Source: an optimization exercise on an open RTL-to-GDS flow (aim: small area and few clock cycles). Production flows keep margins and buffers that such runs may drop.
In this exercise RTL edits were held to simulation tests only and were not proved equivalent to the original.
Power is estimated from default activity; no workload was simulated.

Design nf5_stream, start of the top module:
module nf5_stream (
    input  wire        clk,
    input  wire        rst,
    input  wire        cfg_we,
    input  wire [15:0] cfg_port,
    input  wire        frm_valid,
    output wire        frm_ready,
    input  wire [1:0]  frm_entry,
    input  wire [15:0] frm_len,
    input  wire        in_valid,
    output wire        in_ready,
    input  wire [7:0]  in_data,
    output wire        rec_valid,
    output wire [31:0] rec_src_addr,
    output wire [31:0] rec_dst_addr,
    output wire [31:0] rec_next_hop,
    output wire [15:0] rec_input_if,
    output wire [15:0] rec_output_if,
    output wire [31:0] rec_packets,
    output wire [31:0] rec_octets,
    output wire [31:0] rec_first_ms,
    output wire [31:0] rec_last_ms,
    output wire [15:0] rec_src_port,
    output wire [15:0] rec_dst_port,
    output wire [7:0]  rec_tcp_flags,
    output wire [7:0]  rec_protocol,
    output wire [7:0]  rec_tos,
    output wire [15:0] rec_src_as,
    output wire [15:0] rec_dst_as,
    output wire [7:0]  rec_src_mask,
    output wire [7:0]  rec_dst_mask,
    output wire        done,
    output reg  [3:0]  status,
    output reg  [2:0]  err_stage,
    output wire [31:0] err_a,
    output wire [31:0] err_b,
    output wire [31:0] err_c,
    output wire [15:0] hdr_count,
    output wire [31:0] hdr_sys_uptime_ms,
    output wire [31:0] hdr_unix_secs,
    output wire [31:0] hdr_unix_nsecs,
    output wire [31:0] hdr_flow_seq,
    output wire [7:0]  hdr_engine_type,
    output wire [7:0]  hdr_engine_id,
    output wire [15:0] hdr_sampling_interval,
    output wire [63:0] boot_time_ns
);
    localparam [3:0] K_OK       = 4'd0,    
                     K_OOB_LINK = 4'd1,    
                     K_OOB_NET  = 4'd2,    
                     K_OOB_IHL  = 4'd3,    
                     K_OOB_UDP  = 4'd4,    
                     K_BAD_IHL  = 4'd5,    
                     K_SHORT_NF = 4'd6,    
                     K_VERSION  = 4'd7,    
                     K_TRUNC    = 4'd8,    
  ...
clock: 11.0 ns
lec_check: 0
cap_margin: 5
core_margin: 2
core_utilization: 50
place_density: 0.7
slew_margin: 5
standard.sh (not shown) runs the stock make flow with config.mk's settings and CLKGATE_MAP_FILE= SYNTH_SCRIPT=/design/flow/synth_recipe.tcl, a recipe that flattens the netlist after the stock synthesis.
==> flow/flow/run.sh <==
#!/bin/bash
set -euo pipefail
W=$(pwd)
export BUFFER_PORTS_ARGS="-buffer_cell sky130_fd_sc_hd__buf_1"
export SKIP_REPAIR_TIE_FANOUT=1
export CTS_ARGS="-sink_clustering_enable -repair_clock_nets -dont_use_dummy_load -buf_list sky130_fd_sc_hd__clkbuf_4 -sink_clustering_size 9 -sink_clustering_max_diameter 35"
{
  head -n 1 synth_recipe.tcl
  cat <<EOT
proc abc {args} {
  set i [lsearch \$args -script]
  if {\$i >= 0} { set args [lreplace \$args [expr {\$i + 1}] [expr {\$i + 1}] $W/flow/abc_area.script] }
  yosys abc {*}\$args
}
EOT
  tail -n +2 synth_recipe.tcl
} > area_synth.tcl
sed "s#SYNTH_SCRIPT=[^ ]*#SYNTH_SCRIPT=$W/area_synth.tcl#" standard.sh > area_standard.sh
grep -q "SYNTH_SCRIPT=$W/area_synth.tcl" area_standard.sh
bash area_standard.sh > standard.log 2>&1
==> flow/flow/abc_area.script <==
strash
dc2
dch -f
amap
Testbench counts at the start, summed over its fixed seeds: cycles 148,380.
==> next run, changes <==
--- a/flow/design.v
+++ b/flow/design.v
@@ -51,33 +51,32 @@
                      K_OOB_IHL  = 4'd3,    
                      K_OOB_UDP  = 4'd4,    
                      K_BAD_IHL  = 4'd5,    
                      K_SHORT_NF = 4'd6,    
                      K_VERSION  = 4'd7,    
                      K_TRUNC    = 4'd8,    
                      K_LINKTYPE = 4'd9,    
                      K_PROTO    = 4'd10,   
                      K_PORT     = 4'd11;   
-    localparam [2:0] S_IDLE = 3'd0, S_LINK = 3'd1, S_NET = 3'd2, S_UDP = 3'd3,
-                     S_HDR = 3'd4, S_REC = 3'd5, S_DRAIN = 3'd6, S_FIN = 3'd7;
+    localparam [2:0] S_IDLE = 3'd0, S_FIN = 3'd1, S_REC = 3'd2, S_DRAIN = 3'd3,
+                     S_LINK = 3'd4, S_NET = 3'd5, S_UDP = 3'd6, S_HDR = 3'd7;
     reg [2:0]   st;
     reg [3:0]   ek;
     reg [15:0]  nrem;    
     wire [15:0] rem = ~nrem;
     reg [5:0]   off;
     reg [10:0]  fa;
     reg [15:0]  cnt16;
     reg [15:0]  cfg_q;
     reg [351:0] rc;
     wire [15:0] wreg = rc[15:0];    
     reg [159:0] hc;
     reg [64:0]  R;
-    reg [4:0]   bc;
     reg         busy;
     wire ok = (ek == K_OK);
     assign frm_ready = (st == S_IDLE);
     assign in_ready  = (st != S_IDLE) && (st != S_FIN);
     assign done      = (st == S_FIN) && !busy;
     wire take = in_valid && in_ready;
     wire [15:0] nrem_n = nrem + 16'd1;
     wire [15:0] rem_n = ~nrem_n;
     wire [5:0]  off_n = off + 6'd1;
@@ -137,61 +136,63 @@
         ent_k   = K_SHORT_NF;
         case (st)
             S_LINK:  begin ent_err = rem < 16'd14; ent_k = K_OOB_LINK; end
             S_NET:   begin ent_err = rem < 16'd20; ent_k = K_OOB_NET;  end
             S_UDP:   begin ent_err = rem < 16'd8;  ent_k = K_OOB_UDP;  end
             S_HDR:   begin ent_err = rem < 16'd24; ent_k = K_SHORT_NF; end
             default: ;
         endcase
     end
-    wire in_layer = (st == S_LINK) || (st == S_NET) || (st == S_UDP) || (st == S_HDR);
+    wire in_layer = st[2];    
     wire [12:0] cnt3  = {2'b00, cnt16[10:0]} + {1'b0, cnt16[10:0], 1'b0};
     wire        cbig  = (cnt16[15:11] != 5'd0) || cnt3[12];
     wire        fits  = !cbig && (rem[15:4] > cnt3[11:0]);
     wire        trunc = (cnt16 != 16'd0) && !fits;
-    wire        bs = hc[96 + bc];
-    wire        bu = hc[128 + bc];
+    wire        bstep = busy && (take || st == S_FIN);
+    wire        bs = hc[96 + off[4:0]];
+    wire        bu = hc[128 + off[4:0]];
     wire [33:0] bd = bs ? (bu ? 34'd999000000 : 34'd1000000000)
                         : (bu ? -34'sd1000000 : 34'd0);
     wire [33:0] bt = {R[64], R[64:32]} + bd;
     reg adv;    
     always @(posedge clk) begin
         if (rst) begin
             st    <= S_IDLE;
             cfg_q <= 16'd9500;
             busy  <= 1'b0;
         end else begin
             if (cfg_we)
                 cfg_q <= cfg_port;
-            if (busy) begin
+            if (bstep) begin
                 R    <= {bt[33:0], R[31:1]};
-                bc   <= bc + 5'd1;
-                busy <= (bc != 5'd31);
+                busy <= (off[4:0] != 5'd31);
             end
+            if (take || (st == S_FIN && busy))
+                off <= off_n;
+            if (st == S_REC && off == 6'd0 && {5'd0, fa} == cnt16)
+                st <= S_DRAIN;
             adv = 1'b0;
             case (st)
                 S_IDLE: if (frm_valid) begin
                     nrem      <= ~frm_len;
                     off       <= 6'd0;
                     ek        <= K_OK;
                     case (frm_entry)
                         2'd0: st <= S_LINK;
                         2'd1: st <= S_NET;
                         2'd2: st <= S_UDP;
                         default: st <= S_HDR;
                     endcase
                 end
                 S_FIN: if (!busy) st <= S_IDLE;
                 default: begin
-                    if (take) begin
+                    if (take)
                         nrem <= nrem_n;
-                        off <= off_n;
-                    end
                     if (in_layer && off == 6'd0) begin
                         rc[15:0] <= rem;
                     end
                     if (in_layer && off == 6'd0 && ent_err) begin
                         ek <= ent_k;
                         st <= (rem == 16'd0) ? S_FIN : S_DRAIN;
                     end else if (take) begin
                         case (st)
                             S_LINK: begin
@@ -243,31 +244,28 @@
                                     st <= S_DRAIN;
                                 end
                                 if (off == 6'd8 && trunc) begin
                                     ek <= K_TRUNC;
                                 end
                                 if (off == 6'd23) begin
                                     off  <= 6'd0;
                                     fa   <= 11'd0;
                                     R[64:32] <= {1'b0, hc[87:56]};
-                                    bc   <= 5'd0;
                                     busy <= 1'b1;
-                                    st   <= (ok && cnt16 == 16'd0) ? S_DRAIN : S_REC;
+                                    st   <= S_REC;
                                 end
                             end
                             S_REC: begin
                                 if (ok && off < 6'd45 && off != 6'd36)
                                     rc <= {rc[343:0], in_data};
                                 if (off == 6'd47) begin
                                     off <= 6'd0;
                                     fa  <= fa_n;
-                                    if ({5'd0, fa_n} == cnt16)
-                                        st <= S_DRAIN;
                                 end
                             end
                             default: ;
                         endcase
                     end
                     if (take && nrem_n == 16'hFFFF && !adv)
                         st <= S_FIN;
                 end
             endcase
After rerunning: Total power came out higher by about 11%. Cell area came out lower by about 0.7%. Wire length came out lower by 4.9%. Worst hold slack loses 0.014 ns. Setup slack gains 0.32 ns. Die area came out lower by 1.0%. Maximum frequency came out higher by 3.7%. Global-route usage came out lower by 1.6 points. First-iteration DRC count came out lower by 12%.
Testbench counts after the change, summed over its fixed seeds: cycles 148,380.

* * *

Another version of the RTL of nf5_stream (not shown whole).
For scale: roughly 1700 cells after synthesis, roughly 650 flip-flops, about 750 I/O pins, roughly 25000 sq um of cells after synthesis.
clock: 11.0 ns
lec_check: 0
cap_margin: 5
core_margin: 2
core_utilization: 50
place_density: 0.7
slew_margin: 5
==> flow/flow/run.sh <==
#!/bin/bash
set -euo pipefail
W=$(pwd)
export BUFFER_PORTS_ARGS="-buffer_cell sky130_fd_sc_hd__buf_1"
export SKIP_REPAIR_TIE_FANOUT=1
export CTS_ARGS="-sink_clustering_enable -repair_clock_nets -dont_use_dummy_load -buf_list sky130_fd_sc_hd__clkbuf_4 -sink_clustering_size 9 -sink_clustering_max_diameter 35"
{
  head -n 1 synth_recipe.tcl
  cat <<EOT
proc abc {args} {
  set i [lsearch \$args -script]
  if {\$i >= 0} { set args [lreplace \$args [expr {\$i + 1}] [expr {\$i + 1}] $W/flow/abc_area.script] }
  yosys abc {*}\$args
}
EOT
  tail -n +2 synth_recipe.tcl
} > area_synth.tcl
sed "s#SYNTH_SCRIPT=[^ ]*#SYNTH_SCRIPT=$W/area_synth.tcl ADDER_MAP_FILE=#" standard.sh > area_standard.sh
grep -q "SYNTH_SCRIPT=$W/area_synth.tcl ADDER_MAP_FILE= " area_standard.sh
bash area_standard.sh > standard.log 2>&1
==> flow/flow/abc_area.script <==
strash
dc2
dch -f
amap
strash
dc2
dch -f
amap
strash
dc2
dch -f
amap
Testbench counts at the start, summed over its fixed seeds: cycles 148,380.
Rerun with:
--- a/flow/design.v
+++ b/flow/design.v
@@ -137,26 +137,22 @@
         case (st)
             S_LINK:  begin ent_err = rem < 16'd14; ent_k = K_OOB_LINK; end
             S_NET:   begin ent_err = rem < 16'd20; ent_k = K_OOB_NET;  end
             S_UDP:   begin ent_err = rem < 16'd8;  ent_k = K_OOB_UDP;  end
             S_HDR:   begin ent_err = rem < 16'd24; ent_k = K_SHORT_NF; end
             default: ;
         endcase
     end
     wire in_layer = st[2];    
-    wire [4:0]  tj   = off[4:0] - 5'd4;
-    wire [31:0] tcx  = {16'd0, cnt16};
-    wire [31:0] twx  = {16'd0, wreg};
-    wire        tc1  = (tj == 5'd0) ? 1'b0 : tcx[tj - 5'd1];    
-    wire        tw   = twx[tj + 5'd3];                         
-    wire [2:0]  tsum = {2'd0, tc1} + {2'd0, fa[3]} + {2'd0, tj[4:1] == 4'd0} + {1'b0, fa[2:1]};
-    wire        ty   = tsum[0];
-    wire        tge  = (tw & !ty) | (!(tw ^ ty) & fa[0]);
+    wire [12:0] cnt3  = {2'b00, cnt16[10:0]} + {1'b0, cnt16[10:0], 1'b0};
+    wire        cbig  = (cnt16[15:11] != 5'd0) || cnt3[12];
+    wire        fits  = !cbig && (rem[15:4] > cnt3[11:0]);
+    wire        trunc = (cnt16 != 16'd0) && !fits;
     wire        bstep = busy && (take || st == S_FIN);
     wire        bs = hc[96 + off[4:0]];
     wire        bu = hc[128 + off[4:0]];
     wire [33:0] bd = bs ? (bu ? 34'd999000000 : 34'd1000000000)
                         : (bu ? -34'sd1000000 : 34'd0);
     wire [33:0] bt = {R[64], R[64:32]} + bd;
     reg adv;    
     always @(posedge clk) begin
         if (rst) begin
@@ -241,24 +237,21 @@
                             end
                             S_HDR: begin
                                 if (off[5:1] == 5'd1)
                                     cnt16 <= {cnt16[7:0], in_data};
                                 hc <= {hc[151:0], in_data};
                                 if (off == 6'd1 && {hc[7:0], in_data} != 16'd5) begin
                                     ek <= K_VERSION;
                                     st <= S_DRAIN;
                                 end
-                                if (off[5:2] == 4'd0)
-                                    fa[3:0] <= 4'b0001;
-                                else
-                                    fa[3:0] <= {tc1, tsum[2:1], tge};
-                                if (off == 6'd23 && !fa[0])
+                                if (off == 6'd8 && trunc) begin
                                     ek <= K_TRUNC;
+                                end
                                 if (off == 6'd23) begin
                                     off  <= 6'd0;
                                     fa   <= 11'd0;
                                     R[64:32] <= {1'b0, hc[87:56]};
                                     busy <= 1'b1;
                                     st   <= S_REC;
                                 end
                             end
                             S_REC: begin
After rerunning: Sequential share of layout area barely changes. Die area is about the same. Final area is about the same. Combinational power is lower by about 10%. Count of clock-buffer cells in the layout is lower by 6. First-iteration DRC count is lower by 21%. Worst setup slack loses 0.36 ns. Wire length is lower by 12%. Clock skew is lower by 0.028 ns. Flip-flop and latch count is unchanged. Power is lower by 3.7%. Via count is lower by 1.2%.
Testbench counts after the change, summed over its fixed seeds: cycles 148,380.

[port drivers added, routing unchanged]
No port has a modelled driver above. Below, the same layouts with a new extraction and two added sets of constraints.
Step 1 assumes that a clkbuf_16 drives the clock port and a buf_2 every other input.
Step 2 moves the port delays by t, midway between the first and last clock arrival at a register: inputs arrive t later, outputs are due t later. That takes back most of the time a late clock gives input paths.
a / b / c = ideal / step 1 / step 2; a / b = the first two.
| run | t, ns | slack for setup (ns) | worst setup path at the end | latest minus earliest clock arrival (ns) | pins driven straight from the clock port |
|---|---|---|---|---|---|
| the first run of note 1 | 0.884 | 1.997 / 1.997 / 1.997 | register to register | 0.109 / 0.109 | 1 |
| the second run of note 1 | 0.879 | 2.314 / 2.314 / 2.314 | register to register | 0.132 / 0.133 | 1 |
| the first run of note 2 | 0.891 | 2.411 / 2.411 / 2.411 | register to register | 0.129 / 0.129 | 1 |
| the second run of note 2 | 0.871 | 2.050 / 2.050 / 2.050 | register to register | 0.113 / 0.113 | 1 |
After both steps setup and hold are still met in every run listed.
